Source: an optimization exercise on an open RTL-to-GDS flow (aim: small area and a short achievable clock period). Production flows keep margins and buffers that such runs may drop.
Power and IR drop assume default switching activity.

==> flow/design.v <==
module crc16_update (
    input  wire [15:0] acc_in,
    input  wire [7:0]  data,
    output wire [15:0] acc_out
);
    wire [7:0] x = acc_in[7:0] ^ data;
    wire       p = ^x;
    assign acc_out = {p,
                      p ^ x[7],
                      x[7] ^ x[6],
                      x[6] ^ x[5],
                      x[5] ^ x[4],
                      x[4] ^ x[3],
                      x[3] ^ x[2],
                      x[2] ^ x[1],
                      acc_in[15] ^ x[1] ^ x[0],
                      acc_in[14] ^ x[0],
                      acc_in[13:9],
                      acc_in[8] ^ p};
endmodule
module crc16_tfv (
    input  wire         clk,
    input  wire         rst,           
    input  wire         in_valid,
    input  wire [7:0]   in_byte,
    input  wire         lenient,       
    input  wire         td_reset,      
    input  wire         ce_valid,
    input  wire         ce_op,         
    input  wire [15:0]  ce_data,
    output wire [15:0]  acc,           
    output wire         busy,          
    output wire         fault,         
    output reg          rec_valid,
    output wire [127:0] rec_id,
    output wire [4:0]   rec_id_len,
    output wire [255:0] rec_val,
    output wire [5:0]   rec_val_len,
    output reg          tel_valid,
    output reg  [1:0]   tel_status,    
    output wire [5:0]   tel_count
);
    reg         busy_q, s_hdr, s_crlf, s_id, s_val, s_vend, s_crc;
    wire        s_wait = ~busy_q;
    reg [15:0]  acc_q;
    reg         len_eff;
    reg         corr;
    reg         fault_q;
    reg [5:0]   idb [0:15];    
    reg [4:0]   id_len;
    reg         id_fresh;      
    reg [5:0]   id_first;      
    reg         id_dirty;      
    reg [7:0]   valb [0:31];
    reg [5:0]   val_len;
    reg         crc_bad;       
    reg [2:0]   crc_len;       
    reg [5:0]   pend;
    assign acc         = acc_q;
    assign busy        = busy_q;
    assign fault       = fault_q;
    assign rec_id_len  = id_len;
    assign rec_val_len = val_len;
    assign tel_count   = pend;
    genvar g;
    generate
        for (g = 0; g < 16; g = g + 1) begin : g_id_out
            assign rec_id[8*g +: 8] = {2'b00, idb[g]};
        end
        for (g = 0; g < 32; g = g + 1) begin : g_val_out
            assign rec_val[8*g +: 8] = valb[g];
        end
    endgenerate
    wire [7:0] b = in_byte;
    wire hi0      = (b[7:4] == 4'h0);
    wire hi2      = (b[7:4] == 4'h2);
    wire hi3      = (b[7:4] == 4'h3);
    wire lo_le9   = ~b[3] | (~b[2] & ~b[1]);                   
    wire is_cr    = hi0 & (b[3:0] == 4'hD);
    wire is_ws    = (hi0 & (b[3:0] == 4'h9)) |                   
                    (hi0 & b[3] & ~b[2] & b[1]) |                
                    (hi0 & b[3] & b[2] & ~b[1]) |                
                    (hi2 & (b[3:0] == 4'h0));                    
    wire is_digit = hi3 & lo_le9;
    wire is_idch  = (hi3 & (lo_le9 | (b[3:0] == 4'hA))) |        
                    (hi2 & (b[3:0] == 4'hA)) |                   
                    (hi2 & (b[3:0] == 4'hD)) |                   
                    (hi2 & (b[3:0] == 4'hE));                    
    wire is_slash = hi2 & (b[3:0] == 4'hF);
    wire is_bang  = hi2 & (b[3:0] == 4'h1);
    wire is_open  = hi2 & (b[3:0] == 4'h8);
    wire is_close = hi2 & (b[3:0] == 4'h9);
    wire is_hex   = is_digit |
                    ((b[7:3] == 5'b01000) & (b[2:0] != 3'd0) & (b[2:0] != 3'd7));  
    wire cec = ce_valid & ~td_reset;
    wire byt = in_valid & ~ce_valid & ~td_reset;
    wire [15:0] acc_p;
    wire [15:0] t_d;
    wire [7:0]  fold_byte = ce_valid ? ce_data[7:0] : in_byte;
    crc16_update u_p (.acc_in(acc_q),    .data(8'h00),     .acc_out(acc_p));
    crc16_update u_t (.acc_in(16'h0000), .data(fold_byte), .acc_out(t_d));
    wire [4:0] id_cur   = id_fresh ? 5'd1 : id_len;    
    wire       id_full  = id_cur[4];
    wire       id_any   = (id_len != 5'd0);             
    wire       val_full = val_len[5];
    wire take    = in_valid & ~ce_valid;                
    wire id_oth  = ~(is_ws | is_idch | is_open);
    wire vend_oth = ~(is_ws | is_digit | is_bang | is_open);
    wire open_c  = (s_wait | s_crc) & is_slash;
    wire term_c  = s_crc & (is_cr | is_slash);
    wire commit_c = s_vend & (is_digit | is_bang);
    wire open_b  = byt & open_c;
    wire term_b  = byt & term_c;
    wire commit  = byt & commit_c;
    wire fold_e  = s_hdr | s_val | ((s_id | s_vend) & len_eff);
    wire st_ws   = s_crlf | s_id | s_vend;    
    wire st_open = s_id | s_vend;             
    wire st_bang = s_vend | s_crc;            
    wire fold_c = fold_e |
                  ((is_ws | is_digit) & st_ws) |
                  (is_idch & s_id) |
                  (is_open & st_open) |
                  (is_bang & st_bang);
    wire wait_c = (s_wait & ~is_slash) |
                  (s_crlf & ~(is_ws | is_digit)) |
                  (s_id & ~len_eff & id_oth) |
                  (s_vend & ~len_eff & vend_oth) |
                  (s_crc & is_cr);
    wire hdr_c  = open_c | (s_hdr & ~is_cr);
    wire crlf_c = (s_hdr & is_cr) | (s_crlf & is_ws);
    wire id_c   = ((s_crlf | s_vend) & is_digit) |
                  (s_id & ~is_open & (is_ws | is_idch | (len_eff & ~is_bang)));
    wire val_c  = ((s_id | s_vend) & is_open) | (s_val & ~is_close);
    wire vend_c = (s_val & is_close) | (s_vend & (is_ws | (len_eff & vend_oth)));
    wire crc_c  = (((s_id & len_eff) | s_vend) & is_bang) |
                  (s_crc & ~(is_cr | is_slash));
    always @(posedge clk) begin
        if (rst | td_reset) begin
            busy_q <= 1'b0; s_hdr <= 1'b0; s_crlf <= 1'b0; s_id <= 1'b0;
            s_val <= 1'b0; s_vend <= 1'b0; s_crc <= 1'b0;
        end else if (take) begin
            busy_q <= ~wait_c;
            s_hdr  <= hdr_c;
            s_crlf <= crlf_c;
            s_id   <= id_c;
            s_val  <= val_c;
            s_vend <= vend_c;
            s_crc  <= crc_c;
        end
    end
    wire tk      = ~rst & ~td_reset;
    wire sel_cel = tk & ce_valid & s_wait & ~ce_op;
    wire sel_cef = tk & ce_valid & s_wait & ce_op;
    wire sel_b   = tk & ~ce_valid & in_valid;
    wire sel_fold = sel_b & fold_c;
    wire sel_hold = ~rst & (td_reset | (~(ce_valid & s_wait) & ~(sel_b & (fold_c | open_c))));
    always @(posedge clk) begin
        acc_q <= ({16{sel_fold | sel_cef}} & (acc_p ^ t_d)) |
                 ({16{sel_cel}}  & ce_data) |
                 ({16{sel_hold}} & acc_q);
    end
    always @(posedge clk) begin
        if (open_b)
            len_eff <= lenient;
        if (s_wait | s_hdr)
            corr <= 1'b0;
        else if (byt & len_eff & ((s_id & id_oth) | (s_vend & vend_oth)))
            corr <= 1'b1;
        if (rst) begin
            fault_q   <= 1'b0;
            rec_valid <= 1'b0;
            tel_valid <= 1'b0;
        end else begin
            if (byt & ((s_id & is_idch & id_full) |
                       (s_val & ~is_close & val_full) |
                       (commit & id_any & (pend == 6'd63))))
                fault_q <= 1'b1;
            rec_valid <= commit & id_any & ~fault_q;
            tel_valid <= term_b & ~fault_q;
        end
    end
    always @(posedge clk) begin
        if (s_wait | s_hdr)
            pend <= 6'd0;
        else if (commit & id_any)
            pend <= pend + 6'd1;
    end
    wire       id_app   = byt & s_id & is_idch;
    wire       id_clr   = s_wait | s_hdr | s_crlf;
    wire       id_wipe  = id_clr | (s_id & (id_dirty | id_fresh));
    wire [5:0] id_data  = (s_id | s_crc) ? b[5:0] : 6'd0;
    wire [5:0] id_data1 = (id_clr | (s_id & id_dirty)) ? 6'd0 : id_data;
    wire [5:0] id_data2 = id_wipe ? 6'd0 : id_data;
    always @(posedge clk) begin
        if (s_crlf)
            id_len <= 5'd1;
        else if (s_id) begin
            if (id_app)
                id_len <= id_cur + 5'd1;
            else if (byt & len_eff & id_oth)
                id_len <= 5'd0;
            else
                id_len <= id_cur;
        end
        id_fresh <= commit & is_digit;
        id_dirty <= byt & s_id & len_eff & id_oth;
        if (s_vend)
            id_first <= b[5:0];
    end
    wire       id_wr  = s_id | s_val | s_crc;
    wire [4:0] id_pos = s_crc ? {2'b00, crc_len} : id_cur;
    integer k;
    always @(posedge clk) begin
        if (id_wipe | (id_wr & (id_pos == 5'd0)))
            idb[0] <= s_crlf ? b[5:0] : (s_id & id_fresh) ? id_first : id_data;
        if (id_wipe | (id_wr & (id_pos == 5'd1)))
            idb[1] <= id_data1;
        for (k = 2; k < 16; k = k + 1)
            if (id_wipe | (id_wr & (id_pos == k)))
                idb[k] <= id_data2;
    end
    wire       val_clr  = ~(s_val | s_vend);
    wire       val_app  = byt & s_val & ~is_close;
    wire [7:0] val_data = s_val ? b : 8'h00;
    always @(posedge clk) begin
        if (val_clr)
            val_len <= 6'd0;
        else if (val_app)
            val_len <= val_len + 6'd1;
        for (k = 0; k < 32; k = k + 1)
            if (val_clr | (val_len == k))
                valb[k] <= val_data;
    end
    wire crc_app = byt & s_crc & ~(is_cr | is_slash | is_bang);
    always @(posedge clk) begin
        if (~s_crc) begin
            crc_len <= 3'd0;
            crc_bad <= 1'b0;
        end else if (crc_app) begin
            if (crc_len != 3'd5)
                crc_len <= crc_len + 3'd1;
            if (~crc_len[2] & ~is_hex)
                crc_bad <= 1'b1;
        end
    end
    function [3:0] hex_nib;
        input [5:0] c;
        begin
            if (c[4])
                hex_nib = c[3:0];
            else case (c[2:0])
                3'd1: hex_nib = 4'hA;
                3'd2: hex_nib = 4'hB;
                3'd3: hex_nib = 4'hC;
                3'd4: hex_nib = 4'hD;
                3'd5: hex_nib = 4'hE;
                default: hex_nib = 4'hF;
            endcase
        end
    endfunction
    wire [15:0] crc_hex = {hex_nib(idb[0]), hex_nib(idb[1]), hex_nib(idb[2]), hex_nib(idb[3])};
    wire [1:0] status = corr ? 2'd2 :
                        (crc_len == 3'd0) ? 2'd0 :
                        ((crc_len == 3'd4) && !crc_bad && (crc_hex == acc_q)) ? 2'd0 : 2'd1;
    always @(posedge clk) begin
        if (term_b)
            tel_status <= status;
    end
endmodule
==> flow/config.mk <==
export PLATFORM = sky130hd
export DESIGN_NAME = crc16_tfv
export DESIGN_NICKNAME = crc16_tfv
export VERILOG_FILES = /design/flow/design.v
export SDC_FILE = /design/flow/constraint.sdc
export NUM_CORES = 4
export LEC_CHECK = 0
export CAP_MARGIN = 20
export CORE_MARGIN = 2
export CORE_UTILIZATION = 40
export CTS_CLUSTER_DIAMETER = 150
export CTS_CLUSTER_SIZE = 25
export SETUP_SLACK_MARGIN = 3.0
export SLEW_MARGIN = 20
# port buffers start at the smallest buffer; repair upsizes the ones on
# critical paths
export BUFFER_PORTS_ARGS = -buffer_cell sky130_fd_sc_hd__buf_1
==> flow/constraint.sdc <==
create_clock -name core_clock -period 5.0 [get_ports {clk}]
set_input_delay 1.0000 -clock core_clock [delete_from_list [all_inputs] [get_ports {clk}]]
set_output_delay 1.0000 -clock core_clock [all_outputs]
set_load 0.01 [all_outputs]
standard.sh (not shown) runs the stock make flow with config.mk's settings and CLKGATE_MAP_FILE= SYNTH_SCRIPT=/design/flow/synth_recipe.tcl, a recipe that flattens the netlist after the stock synthesis.
==> flow/flow/run.sh <==
#!/bin/bash
# Own layout flow: the standard layout (standard.sh) with a few extra ORFS
# settings: the ones in extra.mk are appended to config.mk, and
# MATCH_CELL_FOOTPRINT, which the platform's config.mk sets, is overridden on
# the make command line so that repair may resize a cell to any drive
# strength. Each tool's output goes to a log file of its own here.
set -euo pipefail
cat flow/extra.mk >> config.mk
bash standard.sh MATCH_CELL_FOOTPRINT=0 finish > standard_flow.log 2>&1
==> flow/flow/extra.mk <==
# port buffers start at the smallest buffer; repair upsizes the ones on
# critical paths
export BUFFER_PORTS_ARGS = -buffer_cell sky130_fd_sc_hd__buf_1
Then changed:
- CORE_UTILIZATION: 40 -> 55
The changed run ran to the end with no violations.
Total power came out lower by 1.5%.
Sequential share of layout area came out higher by 1.2 points.
Clock-buffer cell count came out lower by 1.
Maximum frequency came out lower by 3.7%.
Wire length came out lower by 2.7%.
Core utilization came out higher by 20 points.
Sequential cell count stays the same.
Via count came out lower by 0.35%.
Cell area came out lower by 2.2%.
Cell count came out lower by 8.2%.
Worst hold slack gets better by 0.042 ns.
Then changed:
==> flow/run.sh (new file) <==
#!/bin/bash
# synth_recipe.tcl (not shown) runs the flow's synth.tcl, then flattens the netlist and writes it again
# the make line also repeats each setting of config.mk as NAME=value (left out here)
make -C /OpenROAD-flow-scripts/flow DESIGN_CONFIG=/design/flow/config.mk WORK_HOME=/design/flow/orfs CLKGATE_MAP_FILE= SYNTH_SCRIPT=/design/flow/synth_recipe.tcl finish
- BUFFER_PORTS_ARGS: -buffer_cell sky130_fd_sc_hd__buf_1 -> not set
- CORE_UTILIZATION: 55 -> 40
removed: flow/flow/run.sh
removed: flow/flow/extra.mk
removed: flow/standard.sh
=> Routed wire length rose by 9.7%. Area after synthesis stays the same. Final cell count increases by 8.6%. Worst hold slack is worse by 0.053 ns. Global-route usage is lower by 4.9 points. Clock skew is higher by 0.014 ns. Non-clock buffer count is higher by 26. Combinational power came out higher by 15%.
No run of this note included a check of the RTL's function; only the layout flow was run.

[static timing again, ports no longer ideal]
The results above use ideal ports. As a check the final layouts listed here were re-extracted and re-timed, cells and wires unchanged. Step 1 assumes that a clkbuf_16 drives the clock port and a buf_2 every other input. Step 2 also shifts input and output timing later by t, the mid clock arrival at the registers, as if the neighbouring blocks saw the same clock. Three values: ideal, step 1, step 2; two values: the first two.
run	t (ns)	setup slack, ns	hold slack, ns	worst setup path after step 2	worst register clock-pin slew, ns
the first run	0.595	2.504 / 2.484 / 1.889	0.476 / 0.476 / 0.476	input to register	0.11 / 0.11
the second run	0.577	2.409 / 2.396 / 1.819	0.517 / 0.517 / 0.517	input to register	0.10 / 0.10
the third run	0.593	2.416 / 2.422 / 1.828	0.464 / 0.464 / 0.464	input to register	0.12 / 0.12
After both steps setup and hold are still met in every run listed. For the first run, which loses most, drivers alone change the setup slack by -0.020 ns; drivers and shift together by -0.615 ns.
